Background: an optimization exercise with open tools, aiming at small area. Do not read the settings as production practice. Where RTL was checked, it was by simulation tests only, not by an equivalence proof against the original. The RTL of runs 1 and 3 was laid out without a check of its function. No activity file was given, so power comes from the tool's default toggle rates.

==> design/flow/design.v <==
module emedal_sender (
    input  wire        clk,
    input  wire        rst,
    input  wire        start,
    input  wire [15:0] start_image_id,
    input  wire [23:0] start_len,
    input  wire        tick,
    output wire        ready,
    output wire [23:0] pl_addr,
    input  wire [7:0]  pl_data,
    output wire        tx_valid,
    output wire [7:0]  tx_data,
    input  wire        tx_ready,
    input  wire [15:0] rx_count,
    input  wire [7:0]  rx_data,
    output wire        rx_pop,
    output wire [2:0]  state,
    output wire [1:0]  last_outcome,
    output wire [1:0]  fail_stage,
    output wire [15:0] fail_index,
    output wire [1:0]  fail_cause,
    output wire [23:0] sent_bytes,
    output wire        nack_valid,
    output wire [15:0] nack_expected,
    output wire [15:0] nack_got
);
    localparam [2:0] S_IDLE = 3'd0, S_DONE = 3'd4;
    localparam [2:0] C_READY = 3'd0, C_WAIT = 3'd1, C_TX = 3'd2, C_CRC = 3'd3,
                     C_READ = 3'd4, C_ACK = 3'd5, C_NOP = 3'd6;
    reg [2:0]  fsm;
    reg [2:0]  ctl;
    reg [15:0] seq;        
    reg [23:0] lq;         
    reg [23:0] sent_r;
    reg [2:0]  b;          
    reg [1:0]  retry_cnt;
    reg [1:0]  last_out_r;
    reg [15:0] crc;        
    reg [7:0]  c;
    reg        ack_ok, nack_ok;
    reg        part;       
    wire [7:0]  rem   = lq[23:16];
    wire [15:0] quo   = lq[15:0];
    wire in_ready = (ctl == C_READY);
    wire in_wait  = (ctl == C_WAIT);
    wire in_tx    = (ctl == C_TX);
    wire in_crc   = (ctl == C_CRC);
    wire in_read  = (ctl == C_READ);
    wire in_ack   = (ctl == C_ACK);
    wire st1      = (fsm == 3'd1);
    wire st2      = (fsm == 3'd2);
    wire st3      = (fsm == 3'd3);
    wire awaiting = !fsm[2] && (fsm[1] | fsm[0]);
    wire hdr      = (c[7:3] == 5'b11111) | in_read;
    wire [2:0] hidx = in_read ? b : c[2:0];
    wire ge240    = (c[7:4] == 4'b1111);
    wire crc_lo   = (c == 8'd240);
    wire last_pos = (c == 8'd241);
    wire ge_rem   = (c >= rem);
    wire [7:0] len_byte = st1 ? 8'd4 :
                          st2 ? (part ? rem : 8'd240) : 8'd0;
    wire       cin0   = (rem != 8'd0);
    wire       cin    = c[0] ? (cin0 & (quo[7:0] == 8'hFF)) : cin0;
    wire [7:0] tp_src = c[0] ? quo[15:8] : quo[7:0];
    wire [7:0] tp_byte = tp_src + {7'd0, cin};
    reg [7:0] fbyte;
    always @(*) begin
        if (hdr) begin
            case (hidx)
                3'd0:    fbyte = 8'h5A;
                3'd1:    fbyte = 8'hA5;
                3'd2:    fbyte = 8'h55;
                3'd3:    fbyte = 8'hAA;
                3'd4:    fbyte = {6'd0, fsm[1:0]};
                3'd5:    fbyte = st1 ? 8'd0 : seq[7:0];
                3'd6:    fbyte = st1 ? 8'd0 : seq[15:8];
                default: fbyte = len_byte;
            endcase
        end else if (ge240) begin
            fbyte = crc[7:0];
        end else if (st1) begin
            case (c)
                8'd0:    fbyte = seq[7:0];
                8'd1:    fbyte = seq[15:8];
                8'd2:    fbyte = tp_byte;
                8'd3:    fbyte = tp_byte;
                default: fbyte = 8'd0;
            endcase
        end else if (st2 && !(part && ge_rem)) begin
            fbyte = pl_data;
        end else begin
            fbyte = 8'd0;
        end
    end
    wire       fb      = (crc[0] ^ fbyte[b]) & !crc_lo;
    wire [15:0] crc_nx = {fb, crc[15], crc[14] ^ fb, crc[13:2], crc[1] ^ fb};
    wire rx_eq   = (rx_data == fbyte);
    wire rx_ack  = (rx_data == 8'd4);
    wire rx_nack = (rx_data == 8'd5);
    wire poll_hit = (rx_count[15:4] != 12'd0) || (rx_count[3:0] >= 4'd11);
    wire rx_last  = (rx_count == 16'd1);
    wire len_ok   = (start_len <= 24'd15728400);
    wire [7:0] lim_m1 = st2 ? 8'd99 : 8'd199;
    wire can_retry = st2 && (retry_cnt != 2'd3);
    wire ack_stop = !hdr && (part ? ge_rem : ge240);
    wire       dge    = lq[23] | (lq[22:19] == 4'b1111);
    wire [23:0] lq_div = {lq[22:19] + {3'd0, dge}, lq[18:0], dge};
    wire [23:0] addr = {sent_r[23:4] + {16'd0, c[7:4]}, c[3:0]};
    wire ev_start  = in_ready & start;
    wire ev_tick   = in_ready & !start & tick;
    wire acc       = ev_start & !awaiting & len_ok;
    wire tick_live = ev_tick & awaiting;
    wire timeout   = tick_live & (c == lim_m1);
    wire tick_poll = tick_live & !timeout;
    wire frame_end = in_tx & tx_ready & last_pos;
    wire byte_next = in_crc & (b == 3'd7);
    wire read_last = in_read & rx_last;
    wire got_ack   = read_last & ack_ok;
    wire got_nack  = read_last & !ack_ok & nack_ok;
    wire ack_done  = in_ack & ack_stop;
    wire nextf     = (got_ack & st1) | ack_done;
    wire fail_ev   = timeout | got_nack;
    wire resend    = fail_ev & can_retry;
    wire give_up   = fail_ev & !can_retry;
    wire begin_f   = acc | nextf | resend;
    wire do_poll   = frame_end | tick_poll;
    wire read_go   = do_poll & poll_hit;
    wire to_end    = (st2 & part) | ((seq == quo) & !cin0);
    reg [2:0] ctl_nx;
    always @(*) begin
        if (begin_f)                         ctl_nx = C_WAIT;
        else if (read_go)                    ctl_nx = C_READ;
        else if (got_ack & st2)              ctl_nx = C_ACK;
        else if (in_wait)                    ctl_nx = C_TX;
        else if (in_tx & tx_ready & !last_pos) ctl_nx = C_CRC;
        else if (byte_next)                  ctl_nx = C_WAIT;
        else if ((in_ready & !start & !tick) | (in_tx & !tx_ready) |
                 (in_crc & !byte_next) | (in_read & !rx_last) | (in_ack & !ack_stop))
                                             ctl_nx = ctl;
        else if (ctl == C_NOP)               ctl_nx = C_READY;
        else                                 ctl_nx = C_NOP;
    end
    always @(posedge clk) begin
        ctl <= rst ? C_READY : ctl_nx;
        if (rst)            fsm <= S_IDLE;
        else if (acc)       fsm <= 3'd1;
        else if (nextf)     fsm <= to_end ? 3'd3 : 3'd2;
        else if (got_ack & st3) fsm <= S_DONE;
        else if (give_up)   fsm <= {1'b1, fsm[1:0]};
        if (nextf & !to_end) part <= (seq == quo);
        if (rst | acc)      last_out_r <= 2'd0;
        else if (got_ack)   last_out_r <= 2'd1;
        else if (got_nack)  last_out_r <= 2'd2;
        else if (timeout)   last_out_r <= 2'd3;
        if (rst | acc)      sent_r <= 24'd0;
        else if (ack_done)  sent_r <= addr;
        if (acc)            seq <= start_image_id;
        else if (frame_end & st1) seq <= 16'd0;
        else if (nextf)     seq <= seq + 16'd1;
        if (acc)            lq <= start_len;
        else if (in_crc & st1 & hdr & (b[2:1] == 2'b00)) lq <= lq_div;
        if (acc | nextf)    retry_cnt <= 2'd0;
        else if (resend)    retry_cnt <= retry_cnt + 2'd1;
        if (begin_f)        c <= 8'd248;
        else if (frame_end | (got_ack & st2)) c <= 8'd0;
        else if (byte_next | tick_poll | (in_ack & !ack_stop)) c <= c + 8'd1;
        if (begin_f | read_go) b <= 3'd0;
        else if (in_crc | (in_read & (b != 3'd7))) b <= b + 3'd1;
        if (begin_f)        crc <= 16'hFFFF;
        else if (in_crc)    crc <= crc_nx;
        else if (in_read & (b == 3'd5)) crc[7:0] <= rx_data;
        if (in_read) begin
            case (b)
                3'd0: begin ack_ok <= rx_eq;           nack_ok <= rx_eq; end
                3'd1, 3'd2, 3'd3:
                      begin ack_ok <= ack_ok & rx_eq;  nack_ok <= nack_ok & rx_eq; end
                3'd4: begin ack_ok <= ack_ok & rx_ack; nack_ok <= nack_ok & rx_nack; end
                3'd5, 3'd6:
                      ack_ok <= ack_ok & rx_eq;
                default: ;
            endcase
        end
    end
    wire failed = fsm[2] & (fsm[1] | fsm[0]);
    assign ready         = (ctl == C_READY);
    assign tx_valid      = (ctl == C_TX);
    assign tx_data       = fbyte;
    assign rx_pop        = (ctl == C_READ);
    assign pl_addr       = addr;
    assign state         = {fsm[2], !fsm[2] & fsm[1], fsm[2] ? failed : fsm[0]};
    assign last_outcome  = last_out_r;
    assign fail_stage    = {fsm[2] & fsm[1], fsm[2] & fsm[0]};
    assign fail_index    = (fsm == 3'd6) ? seq : 16'd0;
    assign fail_cause    = failed ? last_out_r : 2'd0;
    assign sent_bytes    = sent_r;
    assign nack_valid    = in_read && (b == 3'd6) && nack_ok;
    assign nack_expected = seq;
    assign nack_got      = {rx_data, crc[7:0]};
endmodule
==> design/flow/flow/run.sh <==
#!/bin/bash
# Standard ORFS layout; the only change is the cell used to buffer the ports
# (the smallest buffer instead of the one buffer_ports picks by default).
set -euo pipefail
bash standard.sh BUFFER_PORTS_ARGS="-buffer_cell sky130_fd_sc_hd__buf_1" finish > make_finish.log 2>&1
==> design/flow/standard.sh <==
#!/bin/bash
# synth_recipe.tcl (not shown) runs the flow's synth.tcl, then flattens the netlist and writes it again
# the make line also repeats each setting of config.mk as NAME=value (left out here)
make -C /OpenROAD-flow-scripts/flow DESIGN_CONFIG=/design/flow/config.mk WORK_HOME=/design/flow/orfs CLKGATE_MAP_FILE= SYNTH_SCRIPT=/design/flow/synth_recipe.tcl "${@:-finish}"
==> design/flow/config.mk <==
export PLATFORM = sky130hd
export DESIGN_NAME = emedal_sender
export DESIGN_NICKNAME = emedal_sender
export VERILOG_FILES = /design/flow/design.v
export SDC_FILE = /design/flow/constraint.sdc
export NUM_CORES = 4
export LEC_CHECK = 0
export CAP_MARGIN = 20
export CORE_MARGIN = 2
export CORE_UTILIZATION = 60
export CTS_BUF_LIST = sky130_fd_sc_hd__clkbuf_8
export SLEW_MARGIN = 20
==> design/flow/constraint.sdc <==
create_clock -name core_clock -period 15.0 [get_ports {clk}]
set_input_delay 3.0000 -clock core_clock [delete_from_list [all_inputs] [get_ports {clk}]]
set_output_delay 3.0000 -clock core_clock [all_outputs]
set_load 0.01 [all_outputs]
==> results list, run 1 <==
- Status: timing/DRC/antenna clean
* Routed WL per cell: 17.8 um
- For the pin with the worst max-slew slack, the measured transition is ~1.2 ns.
- The number of different library cells used by synthesis comes to 78.
* Clock sink count: 104
- Final slew viol count: 0
* Maximum capacitance violations: 0
- Total of buffers placed on input and output ports: 193
- After synthesis the cells add up to 0.00783 mm^2.
- In the post-route analysis, the smallest setup slack over all paths is about 8 ns.
* Final hold viol count: 0
* Largest cells by area after synthesis: sky130_fd_sc_hd__edfxtp_1 (16%), sky130_fd_sc_hd__dfxtp_1 (16%), sky130_fd_sc_hd__nand2_1 (5.6%)
* Placed cell area: 0.00843 mm^2
- For this run, design rule violations remaining after detail routing come to 0.
* Width of the chip: about 120 um
- Setup repair after global routing left no endpoint under its margin.
* Iteration-0 DRC Markers: 751
- Antenna violations before repair: 0
- Placement Rows: 41
- Final worst path period need: 7.01 ns
- Timing would allow up to 143 MHz.
* Worst setup slack before clock tree synthesis: 8.01 ns
- Diodes inserted: 0
- The net count of the finished layout is 1186.
* Number of buffers between clock root and the deepest sink: 2
- Dividing the final minimum period by the clock period gives 0.467.
- The first global-routing pass estimated 35800 um of wire.
- The cell count after synthesis came out at 948.
- FFs w/ async S/R, synth: 0
* Largest stage delay, worst path: 0.56 ns
* Number of cells on the worst hold path: 2
- Top cell type's share of synthesized area: 0.165
- Counting flops with a built-in enable in the synthesized netlist gives 43.
- The kind of cell with the highest combined delay along the critical path is compound AO/OA/AOI/OAI gates.
* Cells traversed along the worst timing path: buf_1 > a221oi_1 > o32ai_4 > buf_1
- Global routing finished with a remaining overflow of 0.
- Hold-fix buffers at CTS: 0
* Most common cell in the synthesized netlist: sky130_fd_sc_hd__nand2_1
* Number of global-route vias before repair: 6762
* Antenna-violating nets left: 0
* First-pass detailed-route iteration total: 6
* Number of buffers created by CTS: 9
- Combined buffer and inverter count along the critical path: 2
- Setup Viol. Count Final: 0
- The synthesized design contains ~100 register bits.
- Clock latency on the worst-skew pair: 0.39 ns
- HPWL reported at the end of detailed placement: 16400 um
* IO Count: between 150 and 200
- Critical path start-end classification: input pin to output port
- After synthesis, the mean cell area works out to 8.26 um^2.
- In this design, the critical path's most frequently occurring cell is sky130_fd_sc_hd__buf_1.
- Areal power density over the cells: 174 mW/mm^2
* Standard cell with the maximum stage delay on the critical path: sky130_fd_sc_hd__a221oi_1
- The H-tree was split into 3 levels.
- Number of nets produced by synthesis: ~1100
* Fraction of final layout cells with drive strength greater than 1: 0.0562
- Summing all non-filler instances in the final layout gives an area of about 0.0086 mm^2.
- The routed design has 22400 um of wire.
- For the worst setup path, the data arrival time is 4.01 ns.
- Die Span Y: ~120 um
- TritonCTS built the clock tree.
- Main flop type after synthesis: sky130_fd_sc_hd__dfxtp_1
- The die covers 0.0140 mm^2.
- The worst register-to-register path has a depth of 13.
- Maximum VDD drop: 115 uV
- STA classifies the critical path startpoint as an input pin.
- The routed layout has 7589 vias.
- Post-CTS clock slew at the launch and capture registers of the worst setup and hold paths: 0.10 ns
- Cell type with the largest total area after synthesis: sky130_fd_sc_hd__edfxtp_1
- Setup slack of the worst register-to-register path: 10.01 ns
- Total stage count of the critical path: 4
- Largest fanout of any net on the critical path: 3
* Area growth from synthesis to layout: 10.3%
* Buffers inserted during post-CTS setup optimization: 0
- Ys Warns: 1
- The core region is 0.0127 mm^2.
* Setup skew after layout: 0.00909 ns
* Relative slew slack: 0.195
* Post-layout util: 0.681
- The analysis attributes to cell leakage a power of 3.24 nW.
- After detailed routing, the number of vias per cell comes to 6.04.
- Overall global routing resource usage: 0.314
- For this run, the register share of the synthesized area comes to 0.321.
* Kind of end point of the critical path: output port
* Post-synth top cells: sky130_fd_sc_hd__nand2_1 (117), sky130_fd_sc_hd__nor2_1 (66), sky130_fd_sc_hd__dfxtp_1 (61)
- RePlAce Congestion: 1.03
* Effective utilization at floorplan: 0.618
- Post-CTS repair changed the size of 0 cells.
- Tightest Hold Check Type: flip-flop to flip-flop
- Final TNS setup: 0 ns
- Clock tree root buffer cell: sky130_fd_sc_hd__clkbuf_8
- STA puts the critical path data required time at about 12 ns.
- Entering global routing, the biggest net connects 49 pins.
flip-flops by register name, summed over array words and instances, names as in the netlist:
register and count:
b 3, lq 24, seq 16, ctl 3, retry_cnt 2, part 1, crc 16, fsm 3
ack_ok 1, nack_ok 1, sent_r 24, last_out_r 2, c 8
final timing paths:
check	startpoint	endpoint
max	pl_data[3]	tx_data[3]
min	sent_r[3]$_SDFFE_PP0P_	sent_r[3]$_SDFFE_PP0P_
max reg2reg	c[0]$_SDFFE_PP0N_	c[7]$_SDFFE_PP1P_
min reg2reg	sent_r[3]$_SDFFE_PP0P_	sent_r[3]$_SDFFE_PP0P_
worst reg2reg max path, stage by stage (launching register included):
cell and delay [ns]:
sky130_fd_sc_hd__dfxtp_1 0.32, sky130_fd_sc_hd__buf_4 0.34, sky130_fd_sc_hd__inv_1 0.26, sky130_fd_sc_hd__ha_1 0.34, sky130_fd_sc_hd__nand2b_1 0.14, sky130_fd_sc_hd__a2111o_1 0.44, sky130_fd_sc_hd__a2111oi_0 0.54, sky130_fd_sc_hd__a211o_1 0.26
sky130_fd_sc_hd__nor2_1 0.08, sky130_fd_sc_hd__a21oi_1 0.50, sky130_fd_sc_hd__and3_1 0.85, sky130_fd_sc_hd__a21boi_0 0.40, sky130_fd_sc_hd__nand2_1 0.25, sky130_fd_sc_hd__o21ai_0 0.20
final cells by class:
cell class | count | area, um^2
clock buffer | 12 | 165
inverter | 45 | 174
sequential | 104 | 2510
tap | 172 | 215
fill | 1138 | 4040
clock inverter | 4 | 32.5
timing repair buffer | 198 | 762
multi-input combinational | 722 | 4770
logic make-up after synthesis:
group / after synthesis / synth area share
and+or+nand+nor: 354 / 0.224
AOI/OAI and AO/OA: 205 / 0.173
buffers and inverters: 122 / 0.0732
DFF: 104 / 0.321
xor gates and xnor gates: 93 / 0.104
muxes: 41 / 0.0572
adders and majority gates: 29 / 0.0473
cell usage in the layout, fill, tap and decap left out, types with 9 or more instances in the layout:
master	count
sky130_fd_sc_hd__a211oi_1	12
sky130_fd_sc_hd__a21oi_1	45
sky130_fd_sc_hd__a22oi_1	11
sky130_fd_sc_hd__and2_1	21
sky130_fd_sc_hd__and3_1	15
sky130_fd_sc_hd__buf_1	193
sky130_fd_sc_hd__clkbuf_8	12
sky130_fd_sc_hd__dfxtp_1	61
sky130_fd_sc_hd__edfxtp_1	43
sky130_fd_sc_hd__ha_1	28
sky130_fd_sc_hd__inv_1	43
sky130_fd_sc_hd__mux2_2	23
sky130_fd_sc_hd__mux2i_1	16
sky130_fd_sc_hd__nand2_1	117
sky130_fd_sc_hd__nand2b_1	11
sky130_fd_sc_hd__nand3_1	38
sky130_fd_sc_hd__nand4_1	19
sky130_fd_sc_hd__nor2_1	66
sky130_fd_sc_hd__nor2b_1	12
sky130_fd_sc_hd__nor3_1	11
sky130_fd_sc_hd__nor4_1	9
sky130_fd_sc_hd__o21ai_0	51
sky130_fd_sc_hd__o22ai_1	20
sky130_fd_sc_hd__xnor2_1	46
sky130_fd_sc_hd__xor2_1	47
through the flow:
stage,hold WS (ns),instances,power [W]
after global placement,0.442,1241,0.00129
after floorplan,0.440,948,0.00110
after detailed placement,0.449,1241,0.00130
final,0.466,1257,0.00150
after CTS,0.464,1257,0.00148
after global routing,0.491,1257,0.00160
layer usage:
metal  track usage  share of wire  routed length, um
met4         0.105          0.021                479
met3        0.0536          0.098               2190
met1         0.448           0.44               9800
met5             0              0                  0
met2         0.482           0.44               9960
power breakdown:
group          internal, W  switching, W  total [W]  leakage, nW
logic             0.000306      0.000461   0.000767         2.24
registers         0.000400      0.000150   0.000550        0.895
clock network    0.0000759      0.000107   0.000182        0.105
==> run 2, diff against run 1 <==
--- a/design/flow/design.v
+++ b/design/flow/design.v
@@ -29,2 +29,35 @@
                      C_READ = 3'd4, C_ACK = 3'd5, C_NOP = 3'd6;
+    function [15:0] inc16(input [15:0] x, input ci);
+        integer i;
+        reg cy;
+        begin
+            cy = ci;
+            for (i = 0; i < 16; i = i + 1) begin
+                inc16[i] = x[i] ^ cy;
+                cy = x[i] & cy;
+            end
+        end
+    endfunction
+    function ge8(input [7:0] x, input [7:0] y);
+        integer i;
+        reg g;
+        begin
+            g = 1'b1;
+            for (i = 0; i < 8; i = i + 1)
+                g = (x[i] & !y[i]) | (!(x[i] ^ y[i]) & g);
+            ge8 = g;
+        end
+    endfunction
+    function [19:0] add20_4(input [19:0] x, input [3:0] y);
+        integer i;
+        reg cy, yb;
+        begin
+            cy = 1'b0;
+            for (i = 0; i < 20; i = i + 1) begin
+                yb = (i < 4) ? y[i] : 1'b0;
+                add20_4[i] = x[i] ^ yb ^ cy;
+                cy = (x[i] & yb) | (cy & (x[i] ^ yb));
+            end
+        end
+    endfunction
     reg [2:0]  fsm;
@@ -58,3 +91,3 @@
     wire last_pos = (c == 8'd241);
-    wire ge_rem   = (c >= rem);
+    wire ge_rem   = ge8(c, rem);
     wire [7:0] len_byte = st1 ? 8'd4 :
@@ -64,3 +97,4 @@
     wire [7:0] tp_src = c[0] ? quo[15:8] : quo[7:0];
-    wire [7:0] tp_byte = tp_src + {7'd0, cin};
+    wire [15:0] tp_inc = inc16({8'd0, tp_src}, cin);
+    wire [7:0] tp_byte = tp_inc[7:0];
     reg [7:0] fbyte;
@@ -106,4 +140,5 @@
     wire       dge    = lq[23] | (lq[22:19] == 4'b1111);
-    wire [23:0] lq_div = {lq[22:19] + {3'd0, dge}, lq[18:0], dge};
-    wire [23:0] addr = {sent_r[23:4] + {16'd0, c[7:4]}, c[3:0]};
+    wire [15:0] div_inc = inc16({12'd0, lq[22:19]}, dge);
+    wire [23:0] lq_div = {div_inc[3:0], lq[18:0], dge};
+    wire [23:0] addr = {add20_4(sent_r[23:4], c[7:4]), c[3:0]};
     wire ev_start  = in_ready & start;
@@ -128,2 +163,4 @@
     wire to_end    = (st2 & part) | ((seq == quo) & !cin0);
+    wire [15:0] c_inc = inc16({8'd0, c}, 1'b1);
+    wire [15:0] b_inc = inc16({13'd0, b}, 1'b1);
     reg [2:0] ctl_nx;
@@ -158,3 +195,3 @@
         else if (frame_end & st1) seq <= 16'd0;
-        else if (nextf)     seq <= seq + 16'd1;
+        else if (nextf)     seq <= inc16(seq, 1'b1);
         if (acc)            lq <= start_len;
@@ -162,8 +199,8 @@
         if (acc | nextf)    retry_cnt <= 2'd0;
-        else if (resend)    retry_cnt <= retry_cnt + 2'd1;
+        else if (resend)    retry_cnt <= {retry_cnt[1] ^ retry_cnt[0], !retry_cnt[0]};
         if (begin_f)        c <= 8'd248;
         else if (frame_end | (got_ack & st2)) c <= 8'd0;
-        else if (byte_next | tick_poll | (in_ack & !ack_stop)) c <= c + 8'd1;
+        else if (byte_next | tick_poll | (in_ack & !ack_stop)) c <= c_inc[7:0];
         if (begin_f | read_go) b <= 3'd0;
-        else if (in_crc | (in_read & (b != 3'd7))) b <= b + 3'd1;
+        else if (in_crc | (in_read & (b != 3'd7))) b <= b_inc[2:0];
         if (begin_f)        crc <= 16'hFFFF;
==> results list, run 2 <==
* Post-CTS clock slew at the launch and capture registers of the worst setup and hold paths: 0.10 ns (about the same)
- Post-synthesis sequential area ratio: 0.333 (+0.0115)
- The signal arrival time at the worst endpoint came to 5.05 ns (+1.04 ns).
- The static power due to leakage is 3.26 nW (+0.55%).
- The achievable frequency is 124 MHz (-13%).
- Share of the clock period used by the worst path: 0.537 (+0.0692)
- The cell row count came to 40 (-2.4%).
- The count of clock tree sinks is 104 (unchanged).
- HPWL reported at the end of detailed placement: 16300 um (-0.79%)
- Total of fill cells in the finished design: 1073 (-5.7%)
- Main flop type after synthesis: sky130_fd_sc_hd__dfxtp_1
* Cell type with the largest total area after synthesis: sky130_fd_sc_hd__edfxtp_1
* Setup Viol. Count Final: 0 (unchanged)
* CTS tree: built
* Placed cell area: 0.00819 mm^2 (-2.8%)
- Clock latency on the worst-skew pair: 0.40 ns (about the same)
* Avg Vias per Cell: 5.99 (-0.73%)
* Number of nets produced by synthesis: 1029 (-2.4%)
- Number of cells on the worst hold path: 2 (unchanged)
* Diodes inserted: 0 (unchanged)
* Multi-input logic area: 0.00451 mm^2 (-5.5%)
- The post-cts repair resize count is 0 (unchanged).
* Die ar.: 0.0135 mm^2 (-3.4%)
* Maximum number of pins on one net before global-route repair: 63 (+29%)
- The number of warnings issued by yosys is 1 (unchanged).
- The worst supply voltage drop on vdd was 110 uV (-4.2%).
- Leading cell type in the layout, fill and taps excluded: sky130_fd_sc_hd__buf_1
* Hold path startpoint: sent_r[3]$_SDFFE_PP0P_
- Worst R2R End: ctl[1]$_SDFFE_PP0P_
- Number of buffers between clock root and the deepest sink: 2 (unchanged)
- Hold-critical path endpoint: sent_r[3]$_SDFFE_PP0P_
- The count of nets left with antenna violations after detail routing came to 0 (unchanged).
- The worst setup path is captured at an output port.
- Avg Synthesized Cell Area: 8.53 um^2 (+3.3%)
- Overall global routing resource usage: 0.330 (+0.0160)
- Measured slew at the worst slew-check pin: 1.05 ns (-0.126 ns)
* Routed WL per cell: 18.4 um (+2.8%)
* RSZ-0062 raised after global routing: no
- Hold-fix buffers at CTS: 0 (unchanged)
- The y dimension of the die came to 116 um (-1.7%).
- The detailed-router iteration count before antenna repair was 6 (unchanged).
* Largest stage delay, worst path: 0.40 ns (-0.16 ns)
- The buffers inserted during post-CTS setup optimization was 0 (unchanged).
- The post-route cell area was 0.00837 mm^2 (-3.0%).
- The minimum setup slack among reg-to-reg paths was 10.12 ns (+0.11 ns).
* Kind of cell with the highest combined delay on the critical path: adder cells
- The wire length reported by the detailed router was 22000 um (-1.7%).
- Final hold viol count: 0 (unchanged)
* Maximum capacitance violations: 0 (unchanged)
- Aggregate global routing overflow: 0 (unchanged)
* Final TNS setup: 0 ns (unchanged)
* Beginning of the worst register-to-register path: c[2]$_SDFFE_PP0N_
- Total via count in the routed design: 7198 (-5.2%)
- RePlAce Congestion: 1.01 (-2.1%)
- The synthesized instance count is 886 (-6.5%).
- The cell area after synthesis came to 0.00756 mm^2 (-3.5%).
* Critical path start-end classification: flip-flop to output port
- Cells traversed along the worst timing path: ha_1 > inv_1 > fa_1 > inv_1 > fa_1 > fa_1 > ha_1 > ha_1 > ha_1 > ha_1 > ha_1 > ha_1 > ha_1 > ha_1 > ha_1 > ha_1 > ha_1 > ha_1 > ha_1 > ha_1 > ha_1 > xor2_1 > buf_1
* Storage cell area: 0.00251 mm^2 (unchanged)
- Most common cell in the synthesized netlist: sky130_fd_sc_hd__nand2_1
- The level count of the clock H-tree is 3 (unchanged).
- The tightest min-delay check is of the flip-flop to flip-flop type.
- The worst path buffer plus inverter count was 3 (+1).
- Final slew viol count: 0 (unchanged)
* Status: timing/DRC/antenna clean
* Effective utilization at floorplan: 0.621 (+0.00354)
- In the layout the commonest cells are sky130_fd_sc_hd__buf_1 (193), sky130_fd_sc_hd__nand2_1 (133), sky130_fd_sc_hd__ha_1 (63), sky130_fd_sc_hd__dfxtp_1 (61), sky130_fd_sc_hd__o21ai_0 (57).
- The data required time at the worst endpoint is 12.00 ns (about the same).
* Antenna violations before repair: 0 (unchanged)
- The synthesis-stage register bit count came to 104 (unchanged).
- Cell occurring most often along the worst timing path: sky130_fd_sc_hd__ha_1
- Number of global-route vias before repair: 6332 (-6.4%)
- The cell sitting at the root of the clock tree is a sky130_fd_sc_hd__clkbuf_8.
* Setup skew after layout: 0.0119 ns (+0.00285 ns)
- The number of remaining DRC errors was 0 (unchanged).
- The distinct cell type count of the synthesized netlist came to 75 (-3.8%).
* Fraction of final layout cells with drive strength greater than 1: 0.0697 (+0.0135)
- Standard cell with the maximum stage delay on the critical path: sky130_fd_sc_hd__dfxtp_1
- The count of nets after finishing is 1171 (-1.3%).
- Depth of the worst register-to-register path: 12 (-1)
- Post-synth top cells: sky130_fd_sc_hd__nand2_1 (133), sky130_fd_sc_hd__ha_1 (63), sky130_fd_sc_hd__dfxtp_1 (61)
- The count of input and output buffers came to 193 (unchanged).
- The count of flip-flops with a built-in enable after synthesis is 43 (unchanged).
- The width of the die was 116 um (-1.7%).
- The iteration-0 DRC count of the detailed router came to 908 (+21%).
- Worst setup SP type: flip-flop
* FFs w/ async S/R, synth: 0 (unchanged)
* Top cell type's share of synthesized area: 0.171 (+0.00593)
- The relative slew slack was 0.292 (+0.0971).
- The shortest clock period the worst path allows after layout is 8.05 ns (+1.04 ns).
* Largest fanout of any net on the critical path: 8 (+5)
* Wire length of the first global-routing pass: 34200 um (-4.5%)
* Areal power density over the cells: 172 mW/mm^2 (-1.2%)
- Largest cells by area after synthesis: sky130_fd_sc_hd__edfxtp_1 (17%), sky130_fd_sc_hd__dfxtp_1 (16%), sky130_fd_sc_hd__ha_1 (10%)
* Registers with the most flip-flops: lq x24, sent_r x24
- Area growth from synthesis to layout: 10.8%
- Number of buffers created by CTS: 9 (unchanged)
- The number of primary I/O pins came to 194 (unchanged).
- The area of the core was 0.0122 mm^2 (-4.0%).
run 2: cell count changes in the layout (fill, tap and decap cells not counted), moves of 7 or more:
cell,delta
sky130_fd_sc_hd__nand2_1,+16
sky130_fd_sc_hd__a211oi_1,-7
sky130_fd_sc_hd__xnor2_1,-19
sky130_fd_sc_hd__ha_1,+35
sky130_fd_sc_hd__mux2_2,+9
sky130_fd_sc_hd__a22oi_1,-9
sky130_fd_sc_hd__o22ai_1,-17
sky130_fd_sc_hd__xor2_1,-39
sky130_fd_sc_hd__and3_1,-9
sky130_fd_sc_hd__nor2_1,-21
run 2: metal layers:
metal / track usage / part of all wire / up-vias
li1: - / - / 3469
met4: 0.117 / 0.033 / 0
met2: 0.514 / 0.44 / 387
met1: 0.457 / 0.43 / 3286
met3: 0.0690 / 0.090 / 56
met5: 0 / 0 / -
run 2: tightest hold or removal path: stages, from the launching register on:
cell and delay [ns]:
sky130_fd_sc_hd__dfxtp_1 0.32, sky130_fd_sc_hd__nand2_1 0.05, sky130_fd_sc_hd__a21oi_1 0.05
run 2: final cells by class:
class	count	area share
repair buffers	201	0.0937
inverters	47	0.0211
multi-input cells	665	0.539
well taps	168	0.0251
clock inverters	7	0.00672
flip-flops and latches	104	0.300
clock buffers	9	0.0148
run 2: logic make-up (layout without fill, tap and decap cells):
| group | count (synthesis) | in the layout | share of synthesized area |
|---|---|---|---|
| AOI/OAI and AO/OA | 193 | 193 | 0.167 |
| muxes | 44 | 44 | 0.0647 |
| and+or+nand+nor | 327 | 327 | 0.211 |
| buffers and inverters | 117 | 264 | 0.0719 |
| DFF | 104 | 104 | 0.333 |
| xor gates and xnor gates | 35 | 35 | 0.0406 |
| adders and majority gates | 66 | 66 | 0.112 |
run 2: worst max path at each step:
| stage | slack, ns | startpoint | to | cells past startpoint |
|---|---|---|---|---|
| after floorplan | 7.65 | c[4]$_SDFFE_PP1P_ | pl_addr[23] | 22 |
| after global placement | 7.40 | c[4]$_SDFFE_PP1P_ | pl_addr[23] | 23 |
| after detailed placement | 7.36 | c[4]$_SDFFE_PP1P_ | pl_addr[23] | 23 |
| after CTS | 6.91 | c[4]$_SDFFE_PP1P_ | pl_addr[23] | 23 |
| after global routing | 6.60 | c[4]$_SDFFE_PP1P_ | pl_addr[23] | 23 |
| final | 6.95 | c[4]$_SDFFE_PP1P_ | pl_addr[23] | 23 |
run 2: metrics by stage:
stage                     power (W)  cells  hold WS (ns)  worst slack (ns)   util
after floorplan             0.00105    886         0.440              7.65      -
after global placement      0.00125   1185         0.444              7.40  0.674
after detailed placement    0.00126   1185         0.450              7.36  0.674
after CTS                   0.00142   1201         0.464              6.91  0.688
after global routing        0.00153   1201         0.477              6.60  0.688
final                       0.00144   1201         0.464              6.95  0.688
run 2: report_power, final:
part / internal (W) / leakage (nW) / switching [W]
clock network: 0.0000620 / 0.0838 / 0.000105
logic: 0.000301 / 2.27 / 0.000449
registers: 0.000392 / 0.898 / 0.000127
==> run 3, diff against run 2 <==
--- a/design/flow/design.v
+++ b/design/flow/design.v
@@ -66,3 +66,3 @@
     reg [23:0] lq;         
-    reg [23:0] sent_r;
+    reg [23:4] sent_r;
     reg [2:0]  b;          
@@ -142,3 +142,3 @@
     wire [23:0] lq_div = {div_inc[3:0], lq[18:0], dge};
-    wire [23:0] addr = {add20_4(sent_r[23:4], c[7:4]), c[3:0]};
+    wire [23:0] addr = {add20_4(sent_r, c[7:4]), c[3:0]};
     wire ev_start  = in_ready & start;
@@ -191,4 +191,4 @@
         else if (timeout)   last_out_r <= 2'd3;
-        if (rst | acc)      sent_r <= 24'd0;
-        else if (ack_done)  sent_r <= addr;
+        if (rst | acc)      sent_r <= 20'd0;
+        else if (ack_done)  sent_r <= addr[23:4];
         if (acc)            seq <= start_image_id;
@@ -231,3 +231,4 @@
     assign fail_cause    = failed ? last_out_r : 2'd0;
-    assign sent_bytes    = sent_r;
+    wire   all_sent      = (fsm[1] & fsm[0]) | (fsm == S_DONE);
+    assign sent_bytes    = {sent_r, all_sent ? rem[3:0] : 4'd0};
     assign nack_valid    = in_read && (b == 3'd6) && nack_ok;
==> design/flow/flow/run.sh (replaced) <==
#!/bin/bash
# Standard ORFS layout (the standard.sh) with two changes to how the layout
# is made:
#  - ABC maps the combinational logic with an area-oriented script
#    (flow/abc_area_map.script, using amap) instead of ORFS's delay-oriented
#    one; registers come out of synthesis exactly as in the standard flow;
#  - ports are buffered with the smallest buffer, sky130_fd_sc_hd__buf_1.
# Each tool's output goes to its own log under orfs/logs; make's to make_finish.log.
set -euo pipefail
rm -rf scripts_mod
cp -r "$FLOW_HOME/scripts" scripts_mod
cp flow/abc_area_map.script scripts_mod/abc_speed.script
bash standard.sh SCRIPTS_DIR="$PWD/scripts_mod" \
    BUFFER_PORTS_ARGS="-buffer_cell sky130_fd_sc_hd__buf_1" finish > make_finish.log 2>&1
==> design/flow/flow/abc_area_map.script (new file) <==
strash
dc2
dc2
dch -f
amap -F 4 -A 8
topo
--- a/design/flow/config.mk
+++ b/design/flow/config.mk
@@ -9,3 +9,3 @@
 export CORE_MARGIN = 2
-export CORE_UTILIZATION = 60
+export CORE_UTILIZATION = 70
 export CTS_BUF_LIST = sky130_fd_sc_hd__clkbuf_8
==> results list, run 3 <==
- The clock buffer count from CTS is 9 (unchanged).
- Areal power density over the cells: 181 mW/mm^2 (+5.5%)
- Setup repair after global routing left no endpoint under its margin.
- Power Total: 0.00138 W (-3.7%)
- The synthesized design spends more area on one cell type than any other, namely sky130_fd_sc_hd__edfxtp_1.
* RePlAce Congestion: 1.01 (-0.53%)
- The hold buffer count at CTS is 0 (unchanged).
- Registers with the most flip-flops: lq x24, sent_r x20
- Area of the placeable core: 0.00920 mm^2 (-24%)
* Routed WL per cell: 21.5 um (+17%)
* Avg Synthesized Cell Area: 8.86 um^2 (+3.9%)
- Aggregate global routing overflow: 0 (unchanged)
* Leading cell type in the layout, fill and taps excluded: sky130_fd_sc_hd__buf_1
- The tightest min-delay check is of the flip-flop to flip-flop type.
* Fraction of final layout cells with drive strength greater than 1: 0.0276 (-0.0421)
- The non-filler instance count after layout is 1053 (-12%).
* Total routed wirelength: 22700 um (+2.8%)
- The signal on the critical path passes through ha_1 > clkinv_1 > fa_1 > clkinv_1 > fa_1 > fa_1 > ha_1 > ha_1 > ha_1 > ha_1 > ha_1 > ha_1 > ha_1 > ha_1 > ha_1 > ha_1 > ha_1 > ha_1 > ha_1 > ha_1 > ha_1 > a21oi_1 > buf_1.
- Counting instances in the post-synthesis netlist gives the leading cell types as sky130_fd_sc_hd__nor2_1 (105), sky130_fd_sc_hd__clkinv_1 (102), sky130_fd_sc_hd__ha_1 (63).
- The worst setup path is captured at an output port.
* Diodes inserted: 0 (unchanged)
- The count of clock tree sinks was 100 (-3.8%).
- Area growth from synthesis to layout: 15.4%
* Total of buffers placed on input and output ports: 193 (unchanged)
- Synth Instances: 747 (-16%)
- FFs w/ async S/R, synth: 0 (unchanged)
- Combined buffer and inverter count along the critical path: 3 (unchanged)
- The final count of negative-setup-slack endpoints was 0 (unchanged).
* Number of nets produced by synthesis: 890 (-14%)
- The count of nets left with antenna violations after detail routing is 0 (unchanged).
- Buffers inserted during post-CTS setup optimization: 0 (unchanged)
- The number of inserted filler cells in the final layout is 580 (-46%).
- The total number of vias was 7449 (+3.5%).
- By area the synthesized netlist is led by sky130_fd_sc_hd__edfxtp_1 (20%), sky130_fd_sc_hd__dfxtp_1 (17%), sky130_fd_sc_hd__ha_1 (12%).
- Data required time at the worst endpoint: 12.00 ns (about the same)
- The routed via count divided by cell count came to 7.07 (+18%).
- First-pass detailed-route iteration total: 9 (+3)
* Worst setup SP type: flip-flop
- Register with the most flip-flops: lq
* Post-layout util: 0.831 (+0.143)
- The level count of the clock H-tree was 3 (unchanged).
- Cell Area, Synth: 0.00662 mm^2 (-12%)
* Maximum VDD drop: 115 uV (+4.6%)
* Highest-count cells in the layout ignoring fill and taps: sky130_fd_sc_hd__buf_1 (193), sky130_fd_sc_hd__nor2_1 (104), sky130_fd_sc_hd__clkinv_1 (102), sky130_fd_sc_hd__ha_1 (63), sky130_fd_sc_hd__dfxtp_1 (57)
* CTS tree: built
- The max-cap violation count is 0 (unchanged).
* Antenna violations before repair: 0 (unchanged)
- The pin count of the biggest net entering global routing was 35 (-44%).
* Yosys cell types: 43 (-43%)
- The sequential element share of the synthesized area was 0.367 (+0.0348).
- Largest stage delay, worst path: 0.40 ns (about the same)
- The number of cells in the design after placement came to 1037 (-12%).
* Resized Gates After CTS: 0 (unchanged)
- Maximum operating frequency: 121 MHz (-2.7%)
* Die ar.: 0.0103 mm^2 (-24%)
- Hold slack final: 0.501 ns (+0.0367 ns)
- The maximum clock insertion buffer count was 2 (unchanged).
* HPWL reported at the end of detailed placement: 16800 um (+3.3%)
- The tree is rooted in a sky130_fd_sc_hd__clkbuf_8.
- Crit path arrival time: 5.27 ns (+0.22 ns)
* Post-synth EDFFs: 43 (unchanged)
- The static power due to leakage is 2.76 nW (-15%).
- Top cell type's share of synthesized area: 0.195 (+0.0241)
* Setup skew after layout: 0.0167 ns (+0.00481 ns)
- Measured slew at the worst slew-check pin: 0.946 ns (-0.105 ns)
- The number of warnings issued by yosys is 1 (unchanged).
* Number of DRC violations after detailed routing: 0 (unchanged)
- The effective utilization at floorplan was 0.720 (+0.0987).
* Iteration-0 DRC Markers: 1140 (+26%)
- The worst-skew pair later-pin latency came to 0.39 ns (about the same).
* Wire length of the first global-routing pass: 35100 um (+2.7%)
- The slowest stage of the critical path belongs to the cell sky130_fd_sc_hd__dfxtp_1.
- Die Span Y: 101 um (-13%)
* Critical path start-end classification: flip-flop to output port
- Placement Rows: 35 (-13%)
- The count of nets after finishing is 1080 (-7.8%).
* Number of storage elements in the synthesis netlist: 100 (-3.8%)
- The via count of the first global-routing pass came to 6963 (+10%).
* Main flop type after synthesis: sky130_fd_sc_hd__dfxtp_1
* Relative slew slack: 0.364 (+0.0724)
* Final worst path period need: 8.27 ns (+0.220 ns)
- The width of the die is 101 um (-13%).
- Final TNS setup: 0 ns (unchanged)
* Status: timing/DRC/antenna clean
- Most common cell in the synthesized netlist: sky130_fd_sc_hd__nor2_1
* Kind of cell with the highest combined delay on the critical path: adder cells
* Final slew viol count: 0 (unchanged)
* Final hold viol count: 0 (unchanged)
- The highest fanout seen on the critical path was 6 (-2).
- Among the stages of the critical path, the cell type that occurs most often is sky130_fd_sc_hd__ha_1.
* Max reg flops: 24
* Share of the clock period used by the worst path: 0.551 (+0.0146)
- The global-route usage over all layers came to 0.438 (+0.108).
- Post-CTS clock slew at the launch and capture registers of the worst setup and hold paths: 0.10 ns (about the same)
- The number of primary I/O pins was 194 (unchanged).
run 3: through the flow:
stage                     worst slack (ns)  area [um^2]
after floorplan                       6.58         6620
after global placement                7.40         7390
after detailed placement              7.22         7390
after CTS                             6.75         7640
after global routing                  6.54         7640
final                                 6.73         7640
run 3: cell type report:
| type | instances | area (um^2) | area share |
|---|---|---|---|
| timing repair buffer | 200 | 777 | 0.102 |
| clock buffer | 10 | 138 | 0.0180 |
| multi-input combinational | 524 | 3660 | 0.480 |
| inverter | 102 | 383 | 0.0501 |
| tap | 111 | 139 | 0.0182 |
| sequential | 100 | 2430 | 0.318 |
| clock inverter | 6 | 109 | 0.0142 |
run 3: worst paths after layout:
check	from	to	slack [ns]	cells past startpoint
setup / recovery	c[4]$_SDFFE_PP1P_	pl_addr[23]	6.73	23
hold / removal	crc[11]$_SDFFE_PP1P_	crc[11]$_SDFFE_PP1P_	0.50	1
setup reg to reg	lq[17]$_DFFE_PP_	c[0]$_SDFFE_PP0N_	9.34	20
hold reg to reg	crc[11]$_SDFFE_PP1P_	crc[11]$_SDFFE_PP1P_	0.50	1
run 3: routing by layer:
metal | GRT usage | wire [um] | up-vias
met1 | 0.518 | 7780 | 3360
met4 | 0.261 | 1460 | 0
met2 | 0.734 | 10700 | 679
met3 | 0.0925 | 2760 | 163
met5 | 0 | 0 | -
li1 | - | - | 3247
run 3: power breakdown:
part / internal (W) / switching, W
clock network: 0.000116 / 0.0000999
logic: 0.000244 / 0.000451
registers: 0.000382 / 0.0000923
total: 0.000742 / 0.000643
run 3: logic make-up (layout without fill, tap and decap cells):
group                    after synthesis  in the layout  share of synthesized area
AO/OA/AOI/OAI                        251            251                      0.285
adder cells (fa/ha/maj)               66             66                      0.128
AND/OR/NAND/NOR                      207            207                      0.138
buffers and inverters                123            318                     0.0816
flip-flops                           100            100                      0.367
run 3: worst reg2reg max path, stage by stage, from the launching register on:
cell	delay, ns
sky130_fd_sc_hd__edfxtp_1	0.37
sky130_fd_sc_hd__clkinv_1	0.18
sky130_fd_sc_hd__ha_1	0.32
sky130_fd_sc_hd__o21a_1	0.10
sky130_fd_sc_hd__o21a_1	0.17
sky130_fd_sc_hd__o21a_1	0.17
sky130_fd_sc_hd__o21a_1	0.19
sky130_fd_sc_hd__o21a_1	0.20
sky130_fd_sc_hd__o21a_1	0.17
sky130_fd_sc_hd__o21a_1	0.16
sky130_fd_sc_hd__o21ai_1	0.58
sky130_fd_sc_hd__o21a_1	0.28
sky130_fd_sc_hd__nor3_2	0.06
sky130_fd_sc_hd__buf_4	0.23
sky130_fd_sc_hd__clkinv_1	0.39
sky130_fd_sc_hd__o21ai_0	0.40
sky130_fd_sc_hd__nor2_1	0.36
sky130_fd_sc_hd__nand2_1	0.38
sky130_fd_sc_hd__clkinv_1	0.43
sky130_fd_sc_hd__nand2_1	0.15
sky130_fd_sc_hd__a221oi_1	0.25
==> run 4, diff against run 3 <==
--- a/design/flow/design.v
+++ b/design/flow/design.v
@@ -27,4 +27,4 @@
     localparam [2:0] S_IDLE = 3'd0, S_DONE = 3'd4;
-    localparam [2:0] C_READY = 3'd0, C_WAIT = 3'd1, C_TX = 3'd2, C_CRC = 3'd3,
-                     C_READ = 3'd4, C_ACK = 3'd5, C_NOP = 3'd6;
+    localparam [2:0] C_READY = 3'd0, C_WAIT = 3'd4, C_TX = 3'd6, C_CRC = 3'd7,
+                     C_READ = 3'd1, C_ACK = 3'd3, C_NOP = 3'd2;
     function [15:0] inc16(input [15:0] x, input ci);
@@ -162,2 +162,3 @@
     wire read_go   = do_poll & poll_hit;
+    wire seq_rot   = in_crc & (c[7:1] == 7'b1111100);
     wire to_end    = (st2 & part) | ((seq == quo) & !cin0);
@@ -195,3 +196,3 @@
         else if (frame_end & st1) seq <= 16'd0;
-        else if (nextf)     seq <= inc16(seq, 1'b1);
+        else if (seq_rot)   seq <= {seq[0] ^ ack_ok, seq[15:1]};
         if (acc)            lq <= start_len;
@@ -208,2 +209,4 @@
         else if (in_read & (b == 3'd5)) crc[7:0] <= rx_data;
+        if (begin_f)        ack_ok <= nextf;
+        else if (seq_rot)   ack_ok <= seq[0] & ack_ok;
         if (in_read) begin
==> design/flow/flow/abc_area_map.script (replaced) <==
strash
dc2
dc2
dch -f
amap -F 4 -A 8
strash
dch -f
amap -F 4 -A 8
topo
==> results list, run 4 <==
- The areal power density over the cells is 190 mW/mm^2 (+4.8%).
- Kind of end point of the critical path: output port
- The average cell area after synthesis was 8.29 um^2 (-6.5%).
* Relative slew slack: 0.272 (-0.0927)
- Measured slew at the worst slew-check pin: 1.08 ns (+0.135 ns)
* Maximum VDD drop: 129 uV (+12%)
- The routed via count divided by cell count was 6.85 (-3.2%).
- The post-cts repair resize count came to 0 (unchanged).
- The xor/xnor share of the synthesized area was 0.00138 (+0.00138).
- Critical path start-end classification: flip-flop to output port
* Final slew viol count: 0 (unchanged)
* First-pass detailed-route iteration total: 8 (-1)
- Design area: 0.00735 mm^2 (-3.8%)
- Setup skew after layout: 0.0166 ns (-0.000162 ns)
- Maximum capacitance violations: 0 (unchanged)
- Main flop type after synthesis: sky130_fd_sc_hd__dfxtp_1
- The y dimension of the die came to 99.4 um (-1.9%).
* Leading cell type in the layout, fill and taps excluded: sky130_fd_sc_hd__buf_1
* Number of global-route vias before repair: 6949 (-0.20%)
- Worst setup slack before clock tree synthesis: 7.21 ns (-0.0111 ns)
- The average routed wire per standard cell was 20.0 um (-7.3%).
- The count of flip-flops with a built-in enable after synthesis came to 42 (-2.3%).
- CTS tree: built
* Top cell type's share of synthesized area: 0.198 (+0.00310)
* Main combinational cell family by area after synthesis: compound AO/OA/AOI/OAI gates
- The static power due to leakage is 2.64 nW (-4.3%).
- The pin count of the biggest net entering global routing came to 54 (+54%).
* Clock latency on the worst-skew pair: 0.39 ns (about the same)
- Number of H-tree levels: 3 (unchanged)
- Post-synthesis sequential area ratio: 0.381 (+0.0132)
- The die outline area is 0.00987 mm^2 (-3.7%).
- The biggest area contributor in the post-synthesis netlist is sky130_fd_sc_hd__edfxtp_1.
- Highest-count cells in the layout ignoring fill and taps: sky130_fd_sc_hd__buf_1 (193), sky130_fd_sc_hd__nor2_1 (115), sky130_fd_sc_hd__clkinv_1 (102), sky130_fd_sc_hd__o21ai_0 (68), sky130_fd_sc_hd__o22ai_1 (62)
- The synthesized instance count is 768 (+2.8%).
- Final TNS setup: 0 ns (unchanged)
* Buffers inserted during post-CTS setup optimization: 0 (unchanged)
* Largest stage delay, worst path: 0.39 ns (about the same)
- The wire length reported by the detailed router came to 21400 um (-5.7%).
- The routability-driven placement congestion ratio is 1.08 (+7.3%).
- Width of the chip: 99.4 um (-1.9%)
- Wire length of the first global-routing pass: 33600 um (-4.3%)
- Number of nets produced by synthesis: 898 (+0.90%)
- The number of remaining DRC errors is 0 (unchanged).
- Combined buffer and inverter count along the critical path: 3 (unchanged)
* Share of the clock period used by the worst path: 0.551 (about the same)
- The fraction of final layout cells with drive strength greater than 1 was 0.0270 (-0.000602).
- Antenna-violating nets left: 0 (unchanged)
- Post-layout util: 0.839 (+0.00793)
- The simple-gate share of the synthesized area came to 0.161 (+0.0230).
- The clock buffer count from CTS came to 9 (unchanged).
- Effective utilization at floorplan: 0.726 (+0.00644)
- The non-filler instance count after layout was 1071 (+1.7%).
- The synthesis-stage register bit count came to 100 (unchanged).
* Cell total after placement: 1055 (+1.7%)
* Clock sink count: 100 (unchanged)
- The total number of vias was 7334 (-1.5%).
* Number of buffers between clock root and the deepest sink: 2 (unchanged)
- Setup slack after layout: 6.73 ns (+0.00197 ns)
* Clock tree root buffer cell: sky130_fd_sc_hd__clkbuf_8
* Number of nets in the final layout: 1088 (+0.74%)
* RSZ-0062 raised after global routing: no
- FFs w/ async S/R, synth: 0 (unchanged)
- Crit path arrival time: 5.27 ns (about the same)
- The most common cell in the synthesized netlist is sky130_fd_sc_hd__nor2_1.
- Setup Viol. Count Final: 0 (unchanged)
- Area of the placeable core: 0.00876 mm^2 (-4.7%)
* Post-CTS clock slew at the launch and capture registers of the worst setup and hold paths: 0.11 ns (about the same)
- HPWL reported at the end of detailed placement: 16000 um (-4.4%)
* Aggregate global routing overflow: 0 (unchanged)
- Sorting the synthesized cells by how often they occur yields sky130_fd_sc_hd__nor2_1 (115), sky130_fd_sc_hd__clkinv_1 (102), sky130_fd_sc_hd__o21ai_0 (69).
- Placed cell area: 0.00713 mm^2 (-3.6%)
* Overall global routing resource usage: 0.426 (-0.0126)
* Iteration-0 DRC Markers: 858 (-25%)
* Worst setup SP type: flip-flop
- Antenna violations before repair: 0 (unchanged)
* Yosys cell types: 43 (unchanged)
* Cell Area, Synth: 0.00637 mm^2 (-3.9%)
* Largest fanout of any net on the critical path: 6 (unchanged)
- Final worst path period need: 8.27 ns (-0.00197 ns)
* Fraction of the mapped netlist area in adder cells: 0.108 (-0.0204)
* Data required time at the worst endpoint: 12.00 ns (about the same)
* Cell occurring most often along the worst timing path: sky130_fd_sc_hd__ha_1
* Area fraction in compound gates after synthesis: 0.265 (-0.0204)
- Diodes inserted: 0 (unchanged)
- The number of warnings issued by yosys came to 1 (unchanged).
* Placement Rows: 34 (-2.9%)
- The largest registers in the layout are lq x24, sent_r x20.
- Cells traversed along the worst timing path: ha_1 > clkinv_1 > fa_1 > clkinv_1 > fa_1 > fa_1 > ha_1 > ha_1 > ha_1 > ha_1 > ha_1 > ha_1 > ha_1 > ha_1 > ha_1 > ha_1 > ha_1 > ha_1 > ha_1 > ha_1 > ha_1 > a21oi_1 > buf_1
* Total of buffers placed on input and output ports: 193 (unchanged)
- Area growth from synthesis to layout: 15.5% (about the same)
- The hold buffer count at CTS came to 0 (unchanged).
* Multiplexer fraction of the synthesized cell area: 0 (unchanged)
- The slowest stage of the critical path belongs to the cell sky130_fd_sc_hd__dfxtp_1.
* Largest cells by area after synthesis: sky130_fd_sc_hd__edfxtp_1 (20%), sky130_fd_sc_hd__dfxtp_1 (18%), sky130_fd_sc_hd__ha_1 (9.8%)
* Kind of cell with the highest combined delay on the critical path: adder cells
- The flow ran to the end and the layout has no timing, DRC or antenna violations.
- The number of primary I/O pins was 194 (unchanged).
- The achievable frequency is 121 MHz (about the same).
- Tightest Hold Check Type: flip-flop to flip-flop
* Final hold viol count: 0 (unchanged)
* Register with the most flip-flops: lq
- The flip-flop count of the largest register after layout is 24 (unchanged).
[run 4: cell families (layout without fill, tap and decap cells)]
kind of cell | Yosys count | after routing
AO/OA/AOI/OAI | 254 | 254
XOR/XNOR | 1 | 1
adder cells (fa/ha/maj) | 53 | 53
buffers and inverters | 123 | 318
flip-flops | 100 | 100
AND/OR/NAND/NOR | 237 | 237
[run 4: path summary, 6_finish.rpt]
path | start | to | slack, ns | depth (start not counted)
setup / recovery | c[4]$_SDFFE_PP1P_ | pl_addr[23] | 6.73 | 23
hold / removal | crc[10]$_SDFFE_PP1P_ | crc[10]$_SDFFE_PP1P_ | 0.50 | 1
setup reg to reg | lq[17]$_DFFE_PP_ | b[0]$_SDFFE_PP0P_ | 8.17 | 19
hold reg to reg | crc[10]$_SDFFE_PP1P_ | crc[10]$_SDFFE_PP1P_ | 0.50 | 1
[run 4: where the power goes]
| part | switching, W | internal (W) | leakage, nW |
|---|---|---|---|
| combinational | 0.000491 | 0.000245 | 1.66 |
| sequential | 0.0000860 | 0.000383 | 0.866 |
| clock | 0.000105 | 0.0000853 | 0.112 |
[run 4: area by class of cell]
type / instances / area [um^2]
Inverter: 102 / 383
Multi-Input combinational cell: 545 / 3420
Timing Repair Buffer: 200 / 777
Fill cell: 534 / 1410
Tap cell: 108 / 135
Sequential cell: 100 / 2420
Clock inverter: 6 / 80.1
Clock buffer: 10 / 138
[run 4: layer usage]
layer,up-vias,global-route usage,part of all wire
li1,3231,-,-
met1,3348,0.503,0.35
met2,620,0.714,0.48
met3,135,0.0928,0.11
met4,0,0.248,0.056
met5,-,0,0
[run 4: through the flow]
step / hold slack (ns) / total power, W
6_report: 0.501 / 0.00140
5_1_grt: 0.514 / 0.00147
4_1_cts: 0.498 / 0.00136
3_5_place_dp: 0.471 / 0.00117
3_3_place_gp: 0.466 / 0.00114
2_1_floorplan: 0.452 / 0.000936
==> run 5, diff against run 4 <==
==> design/flow/flow/run.sh (replaced) <==
#!/bin/bash
# Standard ORFS layout (the standard.sh) with these changes to how the
# layout is made:
#  - ABC maps the combinational logic with an area-oriented script
#    (flow/abc_area_map.script, using amap) instead of ORFS's delay-oriented
#    one; registers come out of synthesis exactly as in the standard flow;
#  - ports are buffered with the smallest buffer, sky130_fd_sc_hd__buf_1;
#  - CTS inserts no dummy loads.
# Each tool's output goes to its own log under orfs/logs; make's to make_finish.log.
set -euo pipefail
rm -rf scripts_mod
cp -r "$FLOW_HOME/scripts" scripts_mod
cp flow/abc_area_map.script scripts_mod/abc_speed.script
bash standard.sh SCRIPTS_DIR="$PWD/scripts_mod" \
    BUFFER_PORTS_ARGS="-buffer_cell sky130_fd_sc_hd__buf_1" \
    CTS_ARGS="-sink_clustering_enable -repair_clock_nets -buf_list sky130_fd_sc_hd__clkbuf_8 -dont_use_dummy_load" \
    finish > make_finish.log 2>&1
--- a/design/flow/config.mk
+++ b/design/flow/config.mk
@@ -7,6 +7,7 @@
 export LEC_CHECK = 0
-export CAP_MARGIN = 20
+export CAP_MARGIN = 0
 export CORE_MARGIN = 2
-export CORE_UTILIZATION = 70
+export CORE_UTILIZATION = 50
 export CTS_BUF_LIST = sky130_fd_sc_hd__clkbuf_8
-export SLEW_MARGIN = 20
+export GPL_TIMING_DRIVEN = 0
+export SLEW_MARGIN = 0
==> results list, run 5 <==
- Areal power density over the cells: 179 mW/mm^2 (-5.7%)
- By count the netlist is led by sky130_fd_sc_hd__nor2_1 (115), sky130_fd_sc_hd__clkinv_1 (102), sky130_fd_sc_hd__o21ai_0 (69).
- More flip-flops sit in one register than any other, and that register is lq.
* Ys Warns: 1 (unchanged)
- STA classifies the critical path endpoint as a flip-flop.
* IO Count: 194 (unchanged)
- Width of the chip: 117 um (+18%)
- The data required time at the worst endpoint is 15.31 ns (+3.31 ns).
* Share of total power in combinational logic: 0.545 (+0.018)
- On the critical path, the stage with the largest delay is an instance of sky130_fd_sc_hd__clkinv_1.
- CTS placed an instance of sky130_fd_sc_hd__clkbuf_8 at the clock tree root.
- The cell internal power dissipation came to 0.000690 W (-3.2%).
* Area growth from synthesis to layout: 17.8%
- The signal arrival time at the worst endpoint was 8.58 ns (+3.31 ns).
- Antenna-violating nets left: 0 (unchanged)
- Critical path start-end classification: input pin to flip-flop
- Effective utilization at floorplan: 0.509 (-0.218)
- The sequential element share of the synthesized area was 0.381 (unchanged).
* Total via count in the routed design: 6831 (-6.9%)
* Number of storage elements in the synthesis netlist: 100 (unchanged)
- The y dimension of the die is 117 um (+18%).
- The worst-case hold slack was 0.492 ns (-0.00956 ns).
* Setup Viol. Count Final: 0 (unchanged)
* Synth Instances: 768 (unchanged)
- The fraction of power spent switching nets was 0.486 (-0.00302).
- HPWL reported at the end of detailed placement: 16100 um (+0.47%)
- TritonCTS built the clock tree.
- The accumulated negative setup slack came to 0 ns (unchanged).
* Hold path startpoint: crc[10]$_SDFFE_PP1P_
* Placement Rows: 41 (+21%)
- Top cell type's share of synthesized area: 0.198 (unchanged)
- After synthesis, the largest family of logic cells by area is compound AO/OA/AOI/OAI gates.
* Yosys cell types: 43 (unchanged)
* Relative slew slack: 0.219 (-0.0530)
- Setup repair after global routing left no endpoint under its margin.
* Resized Gates After CTS: 0 (unchanged)
- Maximum number of pins on one net before global-route repair: 37 (-31%)
- Avg Vias per Cell: 5.96 (-13%)
- The routability-driven placement congestion ratio is 0.967 (-10%).
- Max reg flops: 24 (unchanged)
* Final hold viol count: 0 (unchanged)
* Buffers inserted during post-CTS setup optimization: 0 (unchanged)
- In this run the critical register-to-register path is launched from c[5]$_SDFFE_PP1P_.
* Highest-count cells in the layout ignoring fill and taps: sky130_fd_sc_hd__buf_1 (193), sky130_fd_sc_hd__nor2_1 (115), sky130_fd_sc_hd__clkinv_1 (102), sky130_fd_sc_hd__o21ai_0 (68), sky130_fd_sc_hd__o22ai_1 (62)
- The adder-cell share of the synthesized area was 0.108 (unchanged).
- Share of the clock period used by the worst path: 0.552 (about the same)
* Leading cell type in the layout, fill and taps excluded: sky130_fd_sc_hd__buf_1
* Largest fanout of any net on the critical path: 19 (+13)
- Antenna violations before repair: 0 (unchanged)
* FFs w/ async S/R, synth: 0 (unchanged)
* Post-synth EDFFs: 42 (unchanged)
- The worst supply voltage drop on vdd came to 66.3 uV (-49%).
- Largest cells by area after synthesis: sky130_fd_sc_hd__edfxtp_1 (20%), sky130_fd_sc_hd__dfxtp_1 (18%), sky130_fd_sc_hd__ha_1 (9.8%)
- Number of DRC violations after detailed routing: 0 (unchanged)
- The global-route usage over all layers was 0.301 (-0.125).
* Clock latency on the worst-skew pair: 0.39 ns (about the same)
* Most common cell in the synthesized netlist: sky130_fd_sc_hd__nor2_1
- Die ar.: 0.0137 mm^2 (+38%)
* Number of H-tree levels: 3 (unchanged)
* Fraction of final layout cells with drive strength greater than 1: 0.0390 (+0.0120)
- Final worst path period need: 8.27 ns (+0.00515 ns)
- The largest stage delay on the critical path was 0.78 ns (+0.39 ns).
* Post-Synth Simple-Gate Area: 0.161 (unchanged)
- The detailed-router iteration count before antenna repair is 8 (unchanged).
- Tracing the worst setup path back leads to its startpoint at start_len[8].
- The iteration-0 DRC count of the detailed router is 664 (-23%).
- The transition time at the pin with the least slew margin was 1.16 ns (+0.0802 ns).
- Status: timing/DRC/antenna clean
- The area fraction in compound gates after synthesis is 0.265 (unchanged).
- The max-slew violation count is 0 (unchanged).
* Maximum capacitance violations: 0 (unchanged)
- The count of clock tree sinks was 100 (unchanged).
* Psw: 0.000653 W (-4.4%)
* Registers with the most flip-flops: lq x24, sent_r x20
- The setup slack at placement came to 6.46 ns (-0.748 ns).
* Cells traversed along the worst timing path: buf_1 > nand4_1 > or4_1 > nor4_1 > o211ai_1 > o2111ai_2 > clkinv_1 > or2_0 > nor2_1 > clkinv_1 > or2_0 > a221oi_1
* Proportion of power drawn by flip-flops and latches: 0.349 (+0.013)
* Number of buffers created by CTS: 9 (unchanged)
- The sum of overflow across all layers after global routing was 0 (unchanged).
- The hold buffer count at CTS came to 0 (unchanged).
* Wire length of the first global-routing pass: 31500 um (-6.3%)
* Total routed wirelength: 20700 um (-3.3%)
* Routed WL per cell: 18.0 um (-9.6%)
- Multiplexer fraction of the synthesized cell area: 0 (unchanged)
- The area of the core came to 0.0125 mm^2 (+43%).
- The post-route cell area was 0.00750 mm^2 (+2.0%).
- Main flop type after synthesis: sky130_fd_sc_hd__dfxtp_1
- Share of total power in the clock network: 0.106 (-0.031)
- Post-Synth XOR/XNOR Area: 0.00138 (unchanged)
- The worst hold path belongs to the class flip-flop to flip-flop.
* Number of global-route vias before repair: 6186 (-11%)
- Summed over all instances, the cell type with the most area after synthesis is sky130_fd_sc_hd__edfxtp_1.
* Setup skew after layout: 0.0371 ns (+0.0205 ns)
* Leakage Power: 2.68 nW (+1.6%)
- The count of nets after finishing is 1106 (+1.7%).
- Avg Synthesized Cell Area: 8.29 um^2 (unchanged)
* Diodes inserted: 0 (unchanged)
- The post-synthesis net count was 898 (unchanged).
- Maximum operating frequency: 121 MHz (about the same)
- Total of buffers placed on input and output ports: 193 (unchanged)
- The setup slack of the critical path after layout is 6.73 ns (-0.00515 ns).
- The maximum clock insertion buffer count was 2 (unchanged).
- The cell area after synthesis was 0.00637 mm^2 (unchanged).
* Placed cell area: 0.00737 mm^2 (+3.4%)
- STA classifies the critical path startpoint as an input pin.
- Post-CTS clock slew at the launch and capture registers of the worst setup and hold paths: 0.11 ns (about the same)
-- run 5: metal layers --
layer  vias to the layer above  GRT usage  routed length (um)
met5                         -          0                   0
met4                         0      0.147                 730
met3                        55     0.0345                1430
met2                       328      0.489                9700
met1                      3181      0.400                8820
li1                       3267          -                   -
-- run 5: worst paths after layout --
kind	to	slack, ns	depth (start not counted)
setup / recovery	c[0]$_SDFFE_PP0N_	6.73	12
hold / removal	crc[9]$_SDFFE_PP1P_	0.49	1
setup reg to reg	c[0]$_SDFFE_PP0N_	8.12	12
hold reg to reg	crc[9]$_SDFFE_PP1P_	0.49	1
-- run 5: stage by stage --
| step | util | power [W] | cells |
|---|---|---|---|
| finish | 0.599 | 0.00134 | 1146 |
| detailed placement | 0.589 | 0.00119 | 1137 |
| global placement | 0.584 | 0.00117 | 1133 |
| CTS | 0.599 | 0.00133 | 1146 |
| floorplan | - | 0.000936 | 768 |
| global route | 0.599 | 0.00144 | 1146 |
-- run 5: cells by family after synthesis --
group / Yosys count
AND/OR/NAND/NOR: 237
XOR/XNOR: 1
buffers and inverters: 123
AO/OA/AOI/OAI: 254
flip-flops: 100
adder cells (fa/ha/maj): 53
-- run 5: area by class of cell --
cell class / instances / area (um^2)
multi-input cells: 545 / 3420
inverters: 102 / 383
flip-flops and latches: 100 / 2420
fillers: 1227 / 5020
repair buffers: 197 / 774
clock buffers: 9 / 124
plain buffers: 21 / 158
well taps: 172 / 215
-- run 5: power groups by stage --
| stage | Sequential (W) | Clock (W) | Combinational [W] |
|---|---|---|---|
| floorplan | 0.000448 | 0 | 0.000488 |
| global placement | 0.000470 | 0 | 0.000699 |
| detailed placement | 0.000472 | 0 | 0.000721 |
| CTS | 0.000466 | 0.000145 | 0.000724 |
| global route | 0.000475 | 0.000153 | 0.000816 |
| finish | 0.000469 | 0.000142 | 0.000731 |
-- run 5: critical path, delay by kind of cell --
kind	cells	cell delay [ns]
simple gates	6	2.69
buf+inv	3	1.66
compound gates	3	1.22

-- static timing again, ports no longer ideal --
The flow's constraints put no driver on any port. The routed layouts listed below were extracted and timed again, unchanged, in two steps.
Step 1 assumes that a clkbuf_16 drives the clock port and a buf_2 every other input.
Step 2 times the ports against the registers' clock, not the clock port: input delays grow and output delays shrink by t, the midpoint of the rising clock arrivals with the driver on.
Three values: no drivers, after step 1, after step 2; two values: the first two.
run	t, ns	setup WS [ns]	slew at the worst register clock pin (ns)	worst slew at a driven data input, ns
run 1	0.427	7.989 / 7.954 / 7.954	0.11 / 0.11	0.04
run 2	0.429	6.950 / 6.913 / 7.342	0.11 / 0.11	0.05
run 3	0.419	6.730 / 6.696 / 7.116	0.10 / 0.10	0.04
run 4	0.413	6.732 / 6.697 / 7.111	0.11 / 0.11	0.05
run 5	0.412	6.727 / 6.737 / 6.324	0.11 / 0.11	0.04
After both steps every run listed still meets setup and hold. For run 5, which loses most, drivers alone change the setup slack by +0.010 ns; drivers and shift together by -0.403 ns.
